What follows belongs to an exercise in optimizing a design on an open flow for small area; a production flow would make more cautious choices. Only simulation tests tie the RTL to the original design; equivalence was not proved. No activity file was given, so power comes from the tool's default toggle rates.

==> flow/design.v <==
module e1_steer (
    input  wire        clk,
    input  wire        rst,               
    input  wire [31:0] nominal_interval,  
    input  wire        in_valid,
    output wire        in_ready,
    input  wire [31:0] in_ts,             
    input  wire [31:0] in_tick,           
    output wire        dac_valid,
    input  wire        dac_ready,
    output wire [11:0] dac_data,
    output wire        done,
    output wire [3:0]  result,
    output wire [2:0]  st_state,
    output wire [1:0]  st_flags,
    output wire [31:0] dac_center,
    output wire [31:0] pps_loss,
    output wire [31:0] cal_fail
);
    localparam [2:0] ST_INIT   = 3'd0,
                     ST_CALMIN = 3'd1,
                     ST_CALMAX = 3'd2,
                     ST_FREQ   = 3'd3,
                     ST_PHASE  = 3'd4;
    localparam [3:0] Q_IDLE = 4'd0,
                     Q_P0   = 4'd1,
                     Q_P1   = 4'd2,
                     Q_RDY  = 4'd3,
                     Q_INC  = 4'd4,
                     Q_DIV  = 4'd5,
                     Q_WCP  = 4'd6,
                     Q_CP   = 4'd7,
                     Q_DACW = 4'd8,
                     Q_DONE = 4'd9,
                     Q_WCPY = 4'd14,
                     Q_CPY  = 4'd15;
    reg [3:0]  seq;
    reg [4:0]  ph;           
    reg        hi;           
    reg [2:0]  state;
    reg [4:0]  count;
    reg        has_cal;
    reg        cal_err;
    reg        fresh;        
    reg [31:0] lt;           
    reg [31:0] lr;           
    reg [31:0] b;            
    reg [31:0] a;            
    reg [31:0] pl;           
    reg [31:0] cf;           
    reg [17:0] q;            
    reg [18:0] m;            
    reg ge, le;              
    reg le1, le2;            
    reg neg;                 
    reg c_dt, c_sn, c_off, c_acc, c_nd;
    reg c_u, c_v, pd, c_cn, c_val, cns;
    reg over, vsign;         
    reg ci;                  
    reg calx;                
    wire p0  = (seq == Q_P0);
    wire p1  = (seq == Q_P1);
    wire rdy = (seq == Q_RDY);
    wire inc = (seq == Q_INC);
    wire dv  = (seq == Q_DIV);
    wire cp  = (seq == Q_CP);
    assign in_ready   = ((seq == Q_IDLE) & ~in_valid) | rdy;
    assign done       = (seq == Q_DONE);
    assign dac_valid  = (seq == Q_DACW);
    assign dac_data   = vsign ? 12'd0 : (over ? 12'hFFF : a[15:4]);
    wire   gok        = ge & le;
    assign result     = {calx & ~has_cal, ~gok, 1'b0, ~gok};
    assign st_state   = state;
    assign st_flags   = {cal_err, has_cal};
    assign dac_center = a;
    assign pps_loss   = pl;
    assign cal_fail   = cf;
    wire s_init  = (state == ST_INIT);
    wire s_calmn = (state == ST_CALMIN);
    wire s_calmx = (state == ST_CALMAX);
    wire s_freq  = (state == ST_FREQ);
    wire s_phase = (state == ST_PHASE);
    wire last    = (count == 5'd1);
    wire acc_on  = (count <= 5'd4);
    wire tick_b = in_tick[ph];
    wire ts_b   = in_ts[ph];
    wire n_b    = nominal_interval[ph];
    wire ltr    = lt[0] & fresh;
    wire lrr    = lr[0] & fresh;
    wire dt_b   = tick_b ^ ltr ^ c_dt;
    wire dt_bo  = (~tick_b & (ltr | c_dt)) | (ltr & c_dt);
    wire k75    = (ph == 5'd0) | (ph == 5'd1) | (ph == 5'd3) | (ph == 5'd6);
    wire k125   = (ph == 5'd0) | ((ph >= 5'd2) & (ph <= 5'd6));
    wire ge_p   = (ph == 5'd0) | ge;
    wire le_p   = (ph == 5'd0) | le;
    wire ge_n   = k75  ? (dt_b & ge_p)  : (dt_b | ge_p);
    wire le_n   = k125 ? (~dt_b | le_p) : (~dt_b & le_p);
    wire sn_b   = lrr ^ n_b ^ c_sn;
    wire sn_co  = (lrr & n_b) | (lrr & c_sn) | (n_b & c_sn);
    wire off_b  = ts_b ^ sn_b ^ c_off;
    wire off_bo = (~ts_b & (sn_b | c_off)) | (sn_b & c_off);
    wire accx   = s_calmn ? a[0] : b[0];
    wire og     = off_b & acc_on;
    wire sum_b  = accx ^ og ^ c_acc;
    wire sum_co = (accx & og) | (accx & c_acc) | (og & c_acc);
    wire nd_b   = a[0] ^ sum_b ^ c_nd;
    wire nd_bo  = (~a[0] & (sum_b | c_nd)) | (sum_b & c_nd);
    wire cmpx   = s_calmx ? sum_b : off_b;
    wire k5     = (ph == 5'd0) | (ph == 5'd2);
    wire k50    = (ph == 5'd1) | (ph == 5'd4) | (ph == 5'd5);
    wire kk1    = s_calmx ? 1'b0 : (s_freq ? k5 : k50);
    wire kk2    = s_calmx ? (ph != 5'd31) : ~kk1;
    wire le1_p  = (ph == 5'd0) | le1;
    wire le2_p  = (ph == 5'd0) | le2;
    wire le1_n  = kk1 ? (~cmpx | le1_p) : (~cmpx & le1_p);
    wire le2_n  = kk2 ? (~cmpx | le2_p) : (~cmpx & le2_p);
    wire big    = neg ? le2 : ~le1;           
    wire cal_ok = neg & le2 & ~le1;           
    wire b_in_p1 = s_calmn ? 1'b0 : (s_calmx ? (last ? a[0] : sum_b) : off_b);
    wire a_in_p1 = s_init ? 1'b0 : (s_calmn ? sum_b : (last ? nd_b : a[0]));
    wire        x      = hi ? neg : b[0];
    wire        cpx    = cp & x;
    wire [18:0] yv     = ({19{dv}} & a[18:0]) | ({19{cpx}} & {1'b0, q});
    wire [19:0] cy;
    wire [18:0] sv;
    assign cy[0] = 1'b0;
    genvar gi;
    generate
        for (gi = 0; gi < 19; gi = gi + 1) begin : g_add
            assign sv[gi]    = m[gi] ^ yv[gi] ^ cy[gi];
            assign cy[gi+1]  = (m[gi] & yv[gi]) | (m[gi] & cy[gi]) | (yv[gi] & cy[gi]);
        end
    endgenerate
    wire [19:0] s      = {cy[19], sv};
    wire        take   = cy[19];
    wire        d_tk   = dv & take;
    wire        d_nt   = dv & ~take;
    wire [18:0] m_nx   = ({19{cp}} & s[19:1])
                       | ({19{d_tk}} & {s[17:0], 1'b0})
                       | ({19{d_nt}} & {m[17:0], 1'b0})
                       | {18'd0, dv & (ph == 5'd1)};
    wire        dbig   = ~&a[31:18];          
    wire        p_b    = s[0];
    wire        kk     = ~hi & (ph < 5'd2);   
    wire        bias   = neg & kk;
    wire        u_b    = p_b ^ bias ^ c_u;
    wire        u_co   = (p_b & bias) | (p_b & c_u) | (bias & c_u);
    wire        v_b    = u_b ^ pd ^ c_v;
    wire        v_co   = (u_b & pd) | (u_b & c_v) | (pd & c_v);
    wire        a_sh   = ~kk & (hi ? (ph <= 5'd1) : 1'b1);    
    wire        cen    = ~calx & a[0];
    wire        cn_b   = cen ^ u_b ^ c_cn;
    wire        cn_bo  = (~cen & (u_b | c_cn)) | (u_b & c_cn);
    wire        cnx    = a_sh ? cn_b : cns;
    wire        q3     = ~calx & v_b;
    wire        val_b  = cnx ^ q3 ^ c_val;
    wire        val_bo = (~cnx & (q3 | c_val)) | (q3 & c_val);
    wire        ovr_on = hi | (ph >= 5'd18);
    wire        cpy    = (seq == Q_CPY);
    wire        pass   = (seq[2:0] == 3'b111);    
    wire        a_en   = (p1 & ~has_cal) | (cp & a_sh) | cpy;
    wire        a_in   = p1 ? a_in_p1 : (cp ? val_b : b[0]);
    wire        b_in   = p1 ? b_in_p1 : ((cp & a_sh) ? cn_b : b[0]);
    wire inc_r  = gok ? cf[0] : pl[0];
    wire pl_sh  = ~rst & inc & ~gok;
    wire pl_hd  = ~rst & ~(inc & ~gok);
    wire cf_sh  = ~rst & inc & gok;
    wire cf_hd  = ~rst & ~(inc & gok);
    always @(posedge clk) begin
        ph <= ph + 5'd1;
        lt <= {(p0 ? tick_b : lt[0]), lt[31:1]};
        lr <= {(p1 ? ((s_phase & gok) ? sn_b : ts_b) : lr[0]), lr[31:1]};
        b  <= {b_in, b[31:1]};
        a   <= ({32{a_en}} & {a_in, a[31:1]}) | ({32{~a_en}} & a);
        q   <= ({18{dv}} & {q[16:0], take & ~dbig}) | ({18{~dv}} & q);
        m <= m_nx;
        if (cp & hi & (ph == 5'd1))
            cns <= cn_b;
        c_dt  <= p0 & dt_bo;
        c_sn  <= p1 & sn_co;
        c_off <= p1 & off_bo;
        c_acc <= p1 & sum_co;
        c_nd  <= p1 & nd_bo;
        c_u   <= cp & u_co;
        c_v   <= cp & v_co;
        pd    <= cp & p_b;
        c_cn  <= cp & ~kk & cn_bo;
        c_val <= cp & ~kk & val_bo;
        if (p0) begin
            ge <= ge_n;
            le <= le_n;
        end
        if (p1) begin
            le1 <= le1_n;
            le2 <= le2_n;
            if (ph == 5'd31)
                neg <= b_in_p1;
        end
        if (pass & (ph == 5'd31))
            hi <= 1'b1;
        else if (~pass)
            hi <= 1'b0;
        if (cp) begin
            if (~ovr_on)
                over <= 1'b0;
            else
                over <= over | val_b;
            if (hi & (ph == 5'd31))
                vsign <= val_b;
        end
        ci <= inc ? (ci & inc_r) : 1'b1;
        pl <= ({32{pl_sh}} & {pl[0] ^ ci, pl[31:1]}) | ({32{pl_hd}} & pl);
        cf <= ({32{cf_sh}} & {cf[0] ^ ci, cf[31:1]}) | ({32{cf_hd}} & cf);
        if (rst) begin
            seq     <= Q_IDLE;
            ph      <= 5'd0;
            state   <= ST_INIT;
            count   <= 5'd2;
            has_cal <= 1'b0;
            cal_err <= 1'b0;
            fresh   <= 1'b0;
        end else begin
            case (seq)
                Q_IDLE: if (in_valid & (ph == 5'd31)) seq <= Q_P0;
                Q_P0:   if (ph == 5'd31) seq <= Q_P1;
                Q_P1:   if (ph == 5'd31) begin
                            seq   <= Q_RDY;
                            fresh <= 1'b1;
                        end
                Q_RDY: begin
                    calx  <= 1'b0;
                    seq   <= Q_DONE;
                    if (~gok) begin
                        state <= ST_INIT;
                        count <= 5'd2;
                        seq   <= Q_INC;
                    end else begin
                        case (state)
                            ST_INIT: begin
                                count <= count - 5'd1;
                                if (last) begin
                                    if (has_cal) begin
                                        state <= ST_FREQ;
                                        count <= 5'd30;
                                    end else begin
                                        state <= ST_CALMIN;
                                        count <= 5'd6;
                                        vsign <= 1'b1;
                                        seq   <= Q_DACW;
                                    end
                                end
                            end
                            ST_CALMIN: begin
                                count <= count - 5'd1;
                                if (last) begin
                                    state <= ST_CALMAX;
                                    count <= 5'd6;
                                    vsign <= 1'b0;
                                    over  <= 1'b1;
                                    seq   <= Q_DACW;
                                end
                            end
                            ST_CALMAX: begin
                                count <= count - 5'd1;
                                if (last) begin
                                    if (cal_ok) begin
                                        state   <= ST_FREQ;
                                        count   <= 5'd30;
                                        has_cal <= 1'b1;
                                        calx    <= 1'b1;
                                        seq     <= Q_DIV;
                                    end else begin
                                        cal_err <= 1'b1;
                                        has_cal <= 1'b0;
                                        state   <= ST_INIT;
                                        count   <= 5'd2;
                                        calx    <= 1'b1;
                                        seq     <= Q_INC;
                                    end
                                end
                            end
                            ST_FREQ: begin
                                seq <= Q_WCP;
                                if (big)
                                    count <= 5'd30;
                                else begin
                                    count <= count - 5'd1;
                                    if (last)
                                        state <= ST_PHASE;
                                end
                            end
                            default: begin   
                                seq <= Q_WCP;
                                if (big) begin
                                    state <= ST_FREQ;
                                    count <= 5'd30;
                                end
                            end
                        endcase
                    end
                end
                Q_INC:  if (ph == 5'd0) seq <= Q_DONE;
                Q_DIV:  if (ph == 5'd20) seq <= Q_WCP;
                Q_WCP:  if (ph == 5'd31) seq <= Q_CP;
                Q_CP:   if (hi & (ph == 5'd31)) seq <= Q_DACW;
                Q_DACW: if (dac_ready) seq <= (s_freq | s_phase) ? Q_WCPY : Q_DONE;
                Q_WCPY: if (ph == 5'd31) seq <= Q_CPY;
                Q_CPY:  if (hi & (ph == 5'd1)) seq <= Q_DONE;    
                default: seq <= Q_IDLE;      
            endcase
        end
    end
endmodule
Settings: LEC_CHECK=0, CAP_MARGIN=20, CORE_MARGIN=2, CORE_UTILIZATION=70, PLACE_DENSITY=0.85, SLEW_MARGIN=20; clock period 30.0 ns.
standard.sh (not shown) runs the stock make flow with config.mk's settings and CLKGATE_MAP_FILE= SYNTH_SCRIPT=/design/flow/synth_recipe.tcl, a recipe that flattens the netlist after the stock synthesis.
==> flow/flow/run.sh <==
#!/bin/bash
# The standard layout (standard.sh: standard synthesis, then ORFS to
# finish), with two changes: the port buffers that global placement inserts
# on every input and output use sky130_fd_sc_hd__buf_1, and clock tree
# synthesis uses clkbuf_8 clusters without dummy loads.
# Each step's full output goes to its own log file in the work folder.
set -euo pipefail
export BUFFER_PORTS_ARGS="-buffer_cell sky130_fd_sc_hd__buf_1"
export CTS_ARGS="-sink_clustering_enable -repair_clock_nets -buf_list sky130_fd_sc_hd__clkbuf_8 -sink_clustering_size 20 -sink_clustering_max_diameter 70 -dont_use_dummy_load"
bash standard.sh synth > synth.log 2>&1
bash standard.sh finish > layout.log 2>&1
The baseline produced a clean layout.
Next try:
--- a/flow/design.v
+++ b/flow/design.v
@@ -31,9 +31,7 @@
                      Q_WCP  = 4'd6,
                      Q_CP   = 4'd7,
                      Q_DACW = 4'd8,
-                     Q_DONE = 4'd9,
-                     Q_WCPY = 4'd14,
-                     Q_CPY  = 4'd15;
+                     Q_DONE = 4'd9;
     reg [3:0]  seq;
     reg [4:0]  ph;           
     reg        hi;           
@@ -50,11 +48,12 @@
     reg [31:0] cf;           
     reg [17:0] q;            
     reg [18:0] m;            
+    reg [11:0] raw;          
     reg ge, le;              
     reg le1, le2;            
     reg neg;                 
     reg c_dt, c_sn, c_off, c_acc, c_nd;
-    reg c_u, c_v, pd, c_cn, c_val, cns;
+    reg c_u, c_v, pd, c_cn, c_val;
     reg over, vsign;         
     reg ci;                  
     reg calx;                
@@ -67,7 +66,7 @@
     assign in_ready   = ((seq == Q_IDLE) & ~in_valid) | rdy;
     assign done       = (seq == Q_DONE);
     assign dac_valid  = (seq == Q_DACW);
-    assign dac_data   = vsign ? 12'd0 : (over ? 12'hFFF : a[15:4]);
+    assign dac_data   = vsign ? 12'd0 : (over ? 12'hFFF : raw);
     wire   gok        = ge & le;
     assign result     = {calx & ~has_cal, ~gok, 1'b0, ~gok};
     assign st_state   = state;
@@ -151,16 +150,14 @@
     wire        cen    = ~calx & a[0];
     wire        cn_b   = cen ^ u_b ^ c_cn;
     wire        cn_bo  = (~cen & (u_b | c_cn)) | (u_b & c_cn);
-    wire        cnx    = a_sh ? cn_b : cns;
+    wire        cnx    = a_sh ? cn_b : a[31];    
     wire        q3     = ~calx & v_b;
     wire        val_b  = cnx ^ q3 ^ c_val;
     wire        val_bo = (~cnx & (q3 | c_val)) | (q3 & c_val);
+    wire        raw_sh = ~hi & (ph >= 5'd6) & (ph <= 5'd17);
     wire        ovr_on = hi | (ph >= 5'd18);
-    wire        cpy    = (seq == Q_CPY);
-    wire        pass   = (seq[2:0] == 3'b111);    
-    wire        a_en   = (p1 & ~has_cal) | (cp & a_sh) | cpy;
-    wire        a_in   = p1 ? a_in_p1 : (cp ? val_b : b[0]);
-    wire        b_in   = p1 ? b_in_p1 : ((cp & a_sh) ? cn_b : b[0]);
+    wire        a_en   = (p1 & ~has_cal) | (cp & a_sh);
+    wire        r_en   = cp & raw_sh;
     wire inc_r  = gok ? cf[0] : pl[0];
     wire pl_sh  = ~rst & inc & ~gok;
     wire pl_hd  = ~rst & ~(inc & ~gok);
@@ -170,12 +167,11 @@
         ph <= ph + 5'd1;
         lt <= {(p0 ? tick_b : lt[0]), lt[31:1]};
         lr <= {(p1 ? ((s_phase & gok) ? sn_b : ts_b) : lr[0]), lr[31:1]};
-        b  <= {b_in, b[31:1]};
-        a   <= ({32{a_en}} & {a_in, a[31:1]}) | ({32{~a_en}} & a);
+        b  <= {(p1 ? b_in_p1 : b[0]), b[31:1]};
+        a   <= ({32{a_en}} & {(p1 ? a_in_p1 : cn_b), a[31:1]}) | ({32{~a_en}} & a);
         q   <= ({18{dv}} & {q[16:0], take & ~dbig}) | ({18{~dv}} & q);
         m <= m_nx;
-        if (cp & hi & (ph == 5'd1))
-            cns <= cn_b;
+        raw <= ({12{r_en}} & {val_b, raw[11:1]}) | ({12{~r_en}} & raw);
         c_dt  <= p0 & dt_bo;
         c_sn  <= p1 & sn_co;
         c_off <= p1 & off_bo;
@@ -196,18 +192,17 @@
             if (ph == 5'd31)
                 neg <= b_in_p1;
         end
-        if (pass & (ph == 5'd31))
-            hi <= 1'b1;
-        else if (~pass)
-            hi <= 1'b0;
         if (cp) begin
+            if (ph == 5'd31)
+                hi <= 1'b1;
             if (~ovr_on)
                 over <= 1'b0;
             else
                 over <= over | val_b;
             if (hi & (ph == 5'd31))
                 vsign <= val_b;
-        end
+        end else if (~cp)
+            hi <= 1'b0;
         ci <= inc ? (ci & inc_r) : 1'b1;
         pl <= ({32{pl_sh}} & {pl[0] ^ ci, pl[31:1]}) | ({32{pl_hd}} & pl);
         cf <= ({32{cf_sh}} & {cf[0] ^ ci, cf[31:1]}) | ({32{cf_hd}} & cf);
@@ -303,9 +298,7 @@
                 Q_DIV:  if (ph == 5'd20) seq <= Q_WCP;
                 Q_WCP:  if (ph == 5'd31) seq <= Q_CP;
                 Q_CP:   if (hi & (ph == 5'd31)) seq <= Q_DACW;
-                Q_DACW: if (dac_ready) seq <= (s_freq | s_phase) ? Q_WCPY : Q_DONE;
-                Q_WCPY: if (ph == 5'd31) seq <= Q_CPY;
-                Q_CPY:  if (hi & (ph == 5'd1)) seq <= Q_DONE;    
+                Q_DACW: if (dac_ready) seq <= Q_DONE;
                 default: seq <= Q_IDLE;      
             endcase
         end
Effect: Clock power came out higher by about 4%. Cell area came out higher by 2.4%. Die area came out higher by 2.6%. Synthesized area came out higher by 2.7%. First-iteration DRC count came out lower by 33%. Via count came out lower by 2.0%. Total power came out higher by 4.1%. Non-clock buffer count came out higher by 1. Maximum frequency is about the same. Register-to-register slack gains 260 ps. Routed wire length came out lower by 4.5%. Sequential power came out higher by about 5%. Flip-flop and latch count came out higher by 11. Utilization came out lower by 1.1 points.

## separate check: timing with driven ports
In the flow no input, the clock included, has a driving cell. The finished layouts below were timed again as built, in two steps.
Step 1 sets driving cells, clkbuf_16 on the clock port and buf_2 on the other inputs (assumed; they add their load-dependent delay and slew).
Step 2 times the ports against the registers' clock, not the clock port: input delays grow and output delays shrink by t, the midpoint of the rising clock arrivals with the driver on.
a / b / c = ideal / step 1 / step 2; a / b = the first two.
run	shift t [ns]	setup slack, ns	hold slack, ns	latest minus earliest clock arrival (ns)
the first run	0.530	17.408 / 17.388 / 17.388	0.328 / 0.328 / 0.328	0.030 / 0.029
the second run	0.520	17.402 / 17.383 / 17.383	0.305 / 0.305 / 0.305	0.058 / 0.059
After both steps setup and hold are still met in every run listed. The setup slack of the first run, which loses most, moves by -0.020 ns with the drivers and by -0.020 ns with both steps.
